Context: an optimization exercise on an open-source flow, tuned for a short achievable clock period and few clock cycles. The choices shown serve that exercise and are no tape-out recipe. In this exercise RTL edits were held to simulation tests only and were not proved equivalent to the original. Power and IR drop assume default switching activity.

==> v1: inputs <==
Design rel16_core, start of the top module:
module rel16_core (
    input  wire         clk,
    input  wire         rst,
    output wire         imem_en,
    output wire [15:0]  imem_addr,
    input  wire [15:0]  imem_rdata,
    output wire         dmem_en,
    output wire [15:0]  dmem_addr,
    output wire [15:0]  dmem_wdata,
    input  wire [15:0]  dmem_rdata,
    output reg          retire,
    output reg  [15:0]  retire_pc,
    output reg  [15:0]  retire_insn,
    output wire [255:0] regs,
    output reg  [15:0]  pc,
    output reg  [15:0]  br,
    output reg          dir,           
    output reg          halted,
    output reg          faulted,
    output reg  [1:0]   fault_cause,   
    output reg  [15:0]  fault_pc,
    output reg  [15:0]  fault_word
);
clock: 10.0 ns
lec_check: 0
cap_margin: 20
cell_pad_in_sites_detail_placement: 1
core_margin: 2
core_utilization: 40
slew_margin: 20
standard.sh (not shown) runs the stock make flow with config.mk's settings and CLKGATE_MAP_FILE= SYNTH_SCRIPT=/design/flow/synth_recipe.tcl, a recipe that flattens the netlist after the stock synthesis.
==> flow/flow/run.sh <==
#!/bin/bash
export SETUP_SLACK_MARGIN=6.5
bash standard.sh > standard.log 2>&1
==> inputs of v17, as changes to v1 <==
--- a/flow/design.v
+++ b/flow/design.v
@@ -269,18 +269,16 @@
     reg         r1_v;
     reg  [15:0] r1_wa, r1_wb;
     reg  [15:0] r1_wd_a, r1_wd_b;
     reg  [15:0] r1_pc, r1_w, r1_npc, r1_br;
     reg         r1_dir, r1_halt, r1_fault;
     reg  [1:0]  r1_cause;
     reg  [255:0] v;          
     assign regs = v;
-    wire c_hold = ev && (r1_v || e_men || fix15);    
-    wire c_now  = ev && !c_hold;                     
     wire id_go   = iv && !hazard && !hold && !stopped;   
     wire id_free = !iv || id_go || stopped;              
     wire e_go    = id_go && !redirect;
     wire q_pop   = id_free && (qn != 2'd0);
     wire q_push  = dv && !(id_free && (qn == 2'd0));
     reg  [1:0] qn_next;
     always @* begin
         qn_next = qn;
@@ -289,17 +287,17 @@
     end
     reg  [NC-1:0] e_hit;
     always @* begin
         for (j = 0; j < NC; j = j + 1)
             e_hit[j] = c_v[j] && (c_tag[16*j +: 16] == e_pc);
     end
     wire        e_ctl  = e_goto | e_cmfr | e_rswb | e_swbr | e_bra | e_cond;
     wire [15:0] e_cval = (e_goto | e_cmfr) ? {4'd0, e_n12} :
-                         (e_rswb | e_swbr) ? e_fbr : {8'd0, e_i8};
+                         (e_rswb | e_swbr) ? e_c : {8'd0, e_i8};
     always @(posedge clk) begin
         if (rst) begin
             c_v     <= {NC{1'b0}};
             c_rr    <= 3'd0;
             fa      <= 16'd0;
             fen     <= 1'b1;
             fbr     <= 16'd0;
             fdir    <= 1'b0;
@@ -434,19 +432,19 @@
                     end
                 end
                 if (e_hit == {NC{1'b0}})
                     c_rr <= c_rr + 3'd1;
             end
             m1_ld    <= e_ld;
             m1_p15   <= ev && e_pop15;
             fix15    <= m1_p15;
-            r1_v     <= c_hold;
-            r1_wa    <= c_hold ? e_wa : 16'd0;
-            r1_wb    <= c_hold ? e_wb : 16'd0;
+            r1_v     <= ev;
+            r1_wa    <= e_wa;
+            r1_wb    <= e_wb;
             retire <= 1'b0;
             if (fix15) begin
                 v[16*15 +: 16] <= v[16*15 +: 16] + 16'd1;
                 retire <= 1'b1;
             end
             for (j = 0; j < 16; j = j + 1) begin
                 if (r1_wa[j])  v[16*j +: 16] <= r1_wd_a;
                 if (r1_wb[j])  v[16*j +: 16] <= r1_wd_b;
@@ -465,38 +463,16 @@
                     dir         <= r1_dir;
                     retire_pc   <= r1_pc;
                     retire_insn <= r1_w;
                     retire      <= !m1_p15;
                     if (r1_halt)
                         halted <= 1'b1;
                 end
             end
-            if (c_now) begin
-                for (j = 0; j < 16; j = j + 1) begin
-                    if (e_wa[j])  v[16*j +: 16] <= wd_a;
-                    if (e_wb[j])  v[16*j +: 16] <= wd_b;
-                end
-                if (e_fault) begin
-                    faulted     <= 1'b1;
-                    fault_cause <= e_legal ? FC_DISTINCT : FC_ILLEGAL;
-                    fault_pc    <= e_pc;
-                    fault_word  <= e_w;
-                    pc          <= e_seq;
-                end else begin
-                    pc          <= e_npc;
-                    br          <= e_br;
-                    dir         <= e_dir;
-                    retire_pc   <= e_pc;
-                    retire_insn <= e_w;
-                    retire      <= 1'b1;
-                    if (e_halt)
-                        halted <= 1'b1;
-                end
-            end
         end
     end
     always @(posedge clk) begin
         e_w   <= ir;  e_pc <= i_pc;  e_val <= i_val;
         e_h   <= i_h; e_tk <= i_tk;
         e_seq <= i_seq; e_fbr <= i_fbr; e_fdir <= i_fdir;
         e_brinc <= i_fbr + {8'd0, ir[7:0]};
         e_a   <= o_a; e_b <= o_b; e_c <= o_c;
- CELL_PAD_IN_SITES_DETAIL_PLACEMENT: 1 -> not set
==> inputs of v16, as changes to v1 <==
--- a/flow/design.v
+++ b/flow/design.v
@@ -73,18 +73,20 @@
     rel16_add16 u_fmb (.a(fa), .b(~fbr),     .cin(1'b1), .s(f_mb));
     rel16_add16 u_fp1 (.a(fa), .b(16'd1),    .cin(1'b0), .s(f_p1));
     rel16_add16 u_fm1 (.a(fa), .b(16'hFFFF), .cin(1'b0), .s(f_m1));
     wire        f_bz  = (fbr == 16'd0);
     wire [15:0] f_seq = fdir ? (f_bz ? f_m1 : f_mb) : (f_bz ? f_p1 : f_pb);
     wire [15:0] p_npc = f_gt ? {4'd0, f_tgt[11:0]} : f_seq;
     wire [15:0] p_br  = f_brinc | f_brset | ({16{!(f_inc | f_set)}} & fbr);
     wire        p_dir = fdir ^ f_rswb;
-    assign imem_en   = fen;
-    assign imem_addr = fa;
+    reg  [15:0] fa_n;        
+    reg         fen_n;       
+    assign imem_en   = ~fen_n;
+    assign imem_addr = ~fa_n;
     reg         dv;          
     reg  [15:0] d_pc, d_val, d_seq, d_fbr;
     reg         d_h, d_tk, d_fdir;
     wire [15:0] w_in   = imem_rdata;
     wire [3:0]  wi_op  = w_in[15:12];
     wire [3:0]  wi_fn  = w_in[11:8];
     wire [3:0]  wi_u   = w_in[7:4];
     wire        wi_g0  = (wi_op == 4'h0);
@@ -295,17 +297,19 @@
     wire        e_ctl  = e_goto | e_cmfr | e_rswb | e_swbr | e_bra | e_cond;
     wire [15:0] e_cval = (e_goto | e_cmfr) ? {4'd0, e_n12} :
                          (e_rswb | e_swbr) ? e_fbr : {8'd0, e_i8};
     always @(posedge clk) begin
         if (rst) begin
             c_v     <= {NC{1'b0}};
             c_rr    <= 3'd0;
             fa      <= 16'd0;
+            fa_n    <= 16'hFFFF;
             fen     <= 1'b1;
+            fen_n   <= 1'b0;
             fbr     <= 16'd0;
             fdir    <= 1'b0;
             dv      <= 1'b0;
             qn      <= 2'd0;
             iv      <= 1'b0;
             ev      <= 1'b0;
             e_wa    <= 16'd0;
             e_wb    <= 16'd0;
@@ -328,30 +332,36 @@
             retire_insn <= 16'd0;
             halted      <= 1'b0;
             faulted     <= 1'b0;
             fault_cause <= 2'd0;
             fault_pc    <= 16'd0;
             fault_word  <= 16'd0;
         end else begin
             if (redirect) begin
-                fa   <= e_npc;
-                fbr  <= e_br;
-                fdir <= e_dir;
-                fen  <= 1'b1;
+                fa    <= e_npc;
+                fa_n  <= ~e_npc;
+                fbr   <= e_br;
+                fdir  <= e_dir;
+                fen   <= 1'b1;
+                fen_n <= 1'b0;
             end else if (dgoto) begin
-                fa   <= {4'd0, w_in[11:0]};
-                fen  <= qn_next <= 2'd1;
+                fa    <= {4'd0, w_in[11:0]};
+                fa_n  <= ~{4'd0, w_in[11:0]};
+                fen   <= qn_next <= 2'd1;
+                fen_n <= !(qn_next <= 2'd1);
             end else begin
                 if (fen) begin
                     fa   <= p_npc;
+                    fa_n <= ~p_npc;
                     fbr  <= p_br;
                     fdir <= p_dir;
                 end
-                fen <= ({1'b0, qn_next} + {2'd0, fen}) <= 3'd1;
+                fen   <= ({1'b0, qn_next} + {2'd0, fen}) <= 3'd1;
+                fen_n <= !(({1'b0, qn_next} + {2'd0, fen}) <= 3'd1);
             end
             dv <= fen && !redirect && !dgoto;
             if (fen) begin
                 d_pc   <= fa;
                 d_h    <= f_hit != {NC{1'b0}};
                 d_val  <= f_val;
                 d_tk   <= f_tk;
                 d_seq  <= f_seq;
==> flow/flow/run.sh (replaced) <==
#!/bin/bash
# Standard ORFS layout with the standard flow's synthesis. Timing repair aims for 6.5 ns
# of setup slack at the design's clock, so the design is pushed well past
# the 10 ns constraint, and the resizer may swap cells across footprints.
bash standard.sh SETUP_SLACK_MARGIN=6.5 MATCH_CELL_FOOTPRINT=0 finish > standard.log 2>&1
- CELL_PAD_IN_SITES_DETAIL_PLACEMENT: 1 -> not set
==> inputs of v18, as changes to v1 <==
--- a/flow/design.v
+++ b/flow/design.v
@@ -73,18 +73,20 @@
     rel16_add16 u_fmb (.a(fa), .b(~fbr),     .cin(1'b1), .s(f_mb));
     rel16_add16 u_fp1 (.a(fa), .b(16'd1),    .cin(1'b0), .s(f_p1));
     rel16_add16 u_fm1 (.a(fa), .b(16'hFFFF), .cin(1'b0), .s(f_m1));
     wire        f_bz  = (fbr == 16'd0);
     wire [15:0] f_seq = fdir ? (f_bz ? f_m1 : f_mb) : (f_bz ? f_p1 : f_pb);
     wire [15:0] p_npc = f_gt ? {4'd0, f_tgt[11:0]} : f_seq;
     wire [15:0] p_br  = f_brinc | f_brset | ({16{!(f_inc | f_set)}} & fbr);
     wire        p_dir = fdir ^ f_rswb;
-    assign imem_en   = fen;
-    assign imem_addr = fa;
+    reg  [15:0] fa_n;        
+    reg         fen_n;       
+    assign imem_en   = ~fen_n;
+    assign imem_addr = ~fa_n;
     reg         dv;          
     reg  [15:0] d_pc, d_val, d_seq, d_fbr;
     reg         d_h, d_tk, d_fdir;
     wire [15:0] w_in   = imem_rdata;
     wire [3:0]  wi_op  = w_in[15:12];
     wire [3:0]  wi_fn  = w_in[11:8];
     wire [3:0]  wi_u   = w_in[7:4];
     wire        wi_g0  = (wi_op == 4'h0);
@@ -295,17 +297,19 @@
     wire        e_ctl  = e_goto | e_cmfr | e_rswb | e_swbr | e_bra | e_cond;
     wire [15:0] e_cval = (e_goto | e_cmfr) ? {4'd0, e_n12} :
                          (e_rswb | e_swbr) ? e_fbr : {8'd0, e_i8};
     always @(posedge clk) begin
         if (rst) begin
             c_v     <= {NC{1'b0}};
             c_rr    <= 3'd0;
             fa      <= 16'd0;
+            fa_n    <= 16'hFFFF;
             fen     <= 1'b1;
+            fen_n   <= 1'b0;
             fbr     <= 16'd0;
             fdir    <= 1'b0;
             dv      <= 1'b0;
             qn      <= 2'd0;
             iv      <= 1'b0;
             ev      <= 1'b0;
             e_wa    <= 16'd0;
             e_wb    <= 16'd0;
@@ -328,30 +332,36 @@
             retire_insn <= 16'd0;
             halted      <= 1'b0;
             faulted     <= 1'b0;
             fault_cause <= 2'd0;
             fault_pc    <= 16'd0;
             fault_word  <= 16'd0;
         end else begin
             if (redirect) begin
-                fa   <= e_npc;
-                fbr  <= e_br;
-                fdir <= e_dir;
-                fen  <= 1'b1;
+                fa    <= e_npc;
+                fa_n  <= ~e_npc;
+                fbr   <= e_br;
+                fdir  <= e_dir;
+                fen   <= 1'b1;
+                fen_n <= 1'b0;
             end else if (dgoto) begin
-                fa   <= {4'd0, w_in[11:0]};
-                fen  <= qn_next <= 2'd1;
+                fa    <= {4'd0, w_in[11:0]};
+                fa_n  <= ~{4'd0, w_in[11:0]};
+                fen   <= qn_next <= 2'd1;
+                fen_n <= !(qn_next <= 2'd1);
             end else begin
                 if (fen) begin
                     fa   <= p_npc;
+                    fa_n <= ~p_npc;
                     fbr  <= p_br;
                     fdir <= p_dir;
                 end
-                fen <= ({1'b0, qn_next} + {2'd0, fen}) <= 3'd1;
+                fen   <= ({1'b0, qn_next} + {2'd0, fen}) <= 3'd1;
+                fen_n <= !(({1'b0, qn_next} + {2'd0, fen}) <= 3'd1);
             end
             dv <= fen && !redirect && !dgoto;
             if (fen) begin
                 d_pc   <= fa;
                 d_h    <= f_hit != {NC{1'b0}};
                 d_val  <= f_val;
                 d_tk   <= f_tk;
                 d_seq  <= f_seq;
==> flow/flow/run.sh (replaced) <==
#!/bin/bash
# Standard ORFS layout with the standard flow's synthesis. Timing repair aims for 6.5 ns
# of setup slack at the design's clock, so the design is pushed well past
# the 10 ns constraint, and the resizer may swap cells across footprints.
bash standard.sh SETUP_SLACK_MARGIN=6.5 MATCH_CELL_FOOTPRINT=0 finish > standard.log 2>&1
- CELL_PAD_IN_SITES_DETAIL_PLACEMENT: 1 -> not set
- CTS_CLUSTER_DIAMETER: not set -> 60
- CTS_CLUSTER_SIZE: not set -> 30
==> summary.txt <==
clkbuf count -> 177
M1 GR Usage -> 0.541
Synth Area in Compound Gates -> 0.224
outcome -> no timing/DRC/antenna violations
multiplexer area fraction after synthesis -> 0.0587
Largest stage delay, worst path -> 880 ps
met2 Use GR -> 0.690
Sw Share -> 0.464
Post-Route WL -> 646,000 microns
Comb. pwr -> 13.6 mW
post-layout util -> 0.484
Well Taps -> 3,384
vias in the first global route -> 94,800
Worst EP required -> 10,610 ps
clock sinks -> 1,933
[end of results for v18]
==> summary.txt <==
Post-Route WL -> 641,000 microns
clock sinks -> 1,933
Comb. pwr -> 13.2 mW
post-layout util -> 0.482
outcome -> no timing/DRC/antenna violations
Largest stage delay, worst path -> 530 ps
Worst EP required -> 10,760 ps
Sw Share -> 0.443
[end of results for v16]
==> summary.txt <==
outcome -> no timing/DRC/antenna violations
Post-Route WL -> 542,000 microns
met2 wire len -> 214,000 microns
top achievable clock speed -> 275 MHz
Final Slew Violations -> 0
M1 GR Usage -> 0.533
clkbuf count -> 278
Largest stage delay, worst path -> 400 ps
Cell variety after synth -> 105
Setup-failing EPs final -> 0
sequential cell area fraction in the yosys report -> 0.471
clock sinks -> 1,916
post-layout util -> 0.483
met2 Use GR -> 0.568
Worst EP required -> 10,610 ps
[end of results for v17]
==> summary.txt <==
vias in the first global route -> 101,000
outcome -> no timing/DRC/antenna violations
Synth Area in Compound Gates -> 0.220
clkbuf count -> 314
post-layout util -> 0.478
Largest stage delay, worst path -> 610 ps
M1 GR Usage -> 0.547
Sw Share -> 0.436
Worst EP required -> 10,750 ps
multiplexer area fraction after synthesis -> 0.0702
[end of results for v1]
Testbench counts of v1, summed over its fixed seeds: cycles 44,686.
Testbench counts of v17, summed over its fixed seeds: cycles 44,888.
Testbench counts of v16, summed over its fixed seeds: cycles 44,686.
Testbench counts of v18, summed over its fixed seeds: cycles 44,686.

[separate check: timing with driven ports]
How much do the figures lean on ideal ports? The routed layouts below were timed once more, with nothing changed but the port constraints.
Step 1 sets driving cells, clkbuf_16 on the clock port and buf_2 on the other inputs (assumed; they add their load-dependent delay and slew).
Step 2 also shifts input and output timing later by t, the mid clock arrival at the registers, as if the neighbouring blocks saw the same clock.
Three values: no drivers, after step 1, after step 2; two values: the first two.
run	t, ns	setup WS [ns]	latest minus earliest clock arrival (ns)	worst slew at a driven data input, ns
v1	1.023	6.313 / 6.251 / 5.441	0.079 / 0.080	0.05
v17	0.992	6.370 / 6.329 / 5.454	0.113 / 0.114	0.09
v16	1.021	6.414 / 6.352 / 5.501	0.118 / 0.118	0.06
v18	0.998	6.331 / 6.377 / 5.422	0.099 / 0.099	0.06
After both steps setup and hold are still met in every run listed. For v17, which loses most, drivers alone change the setup slack by -0.041 ns; drivers and shift together by -0.916 ns.
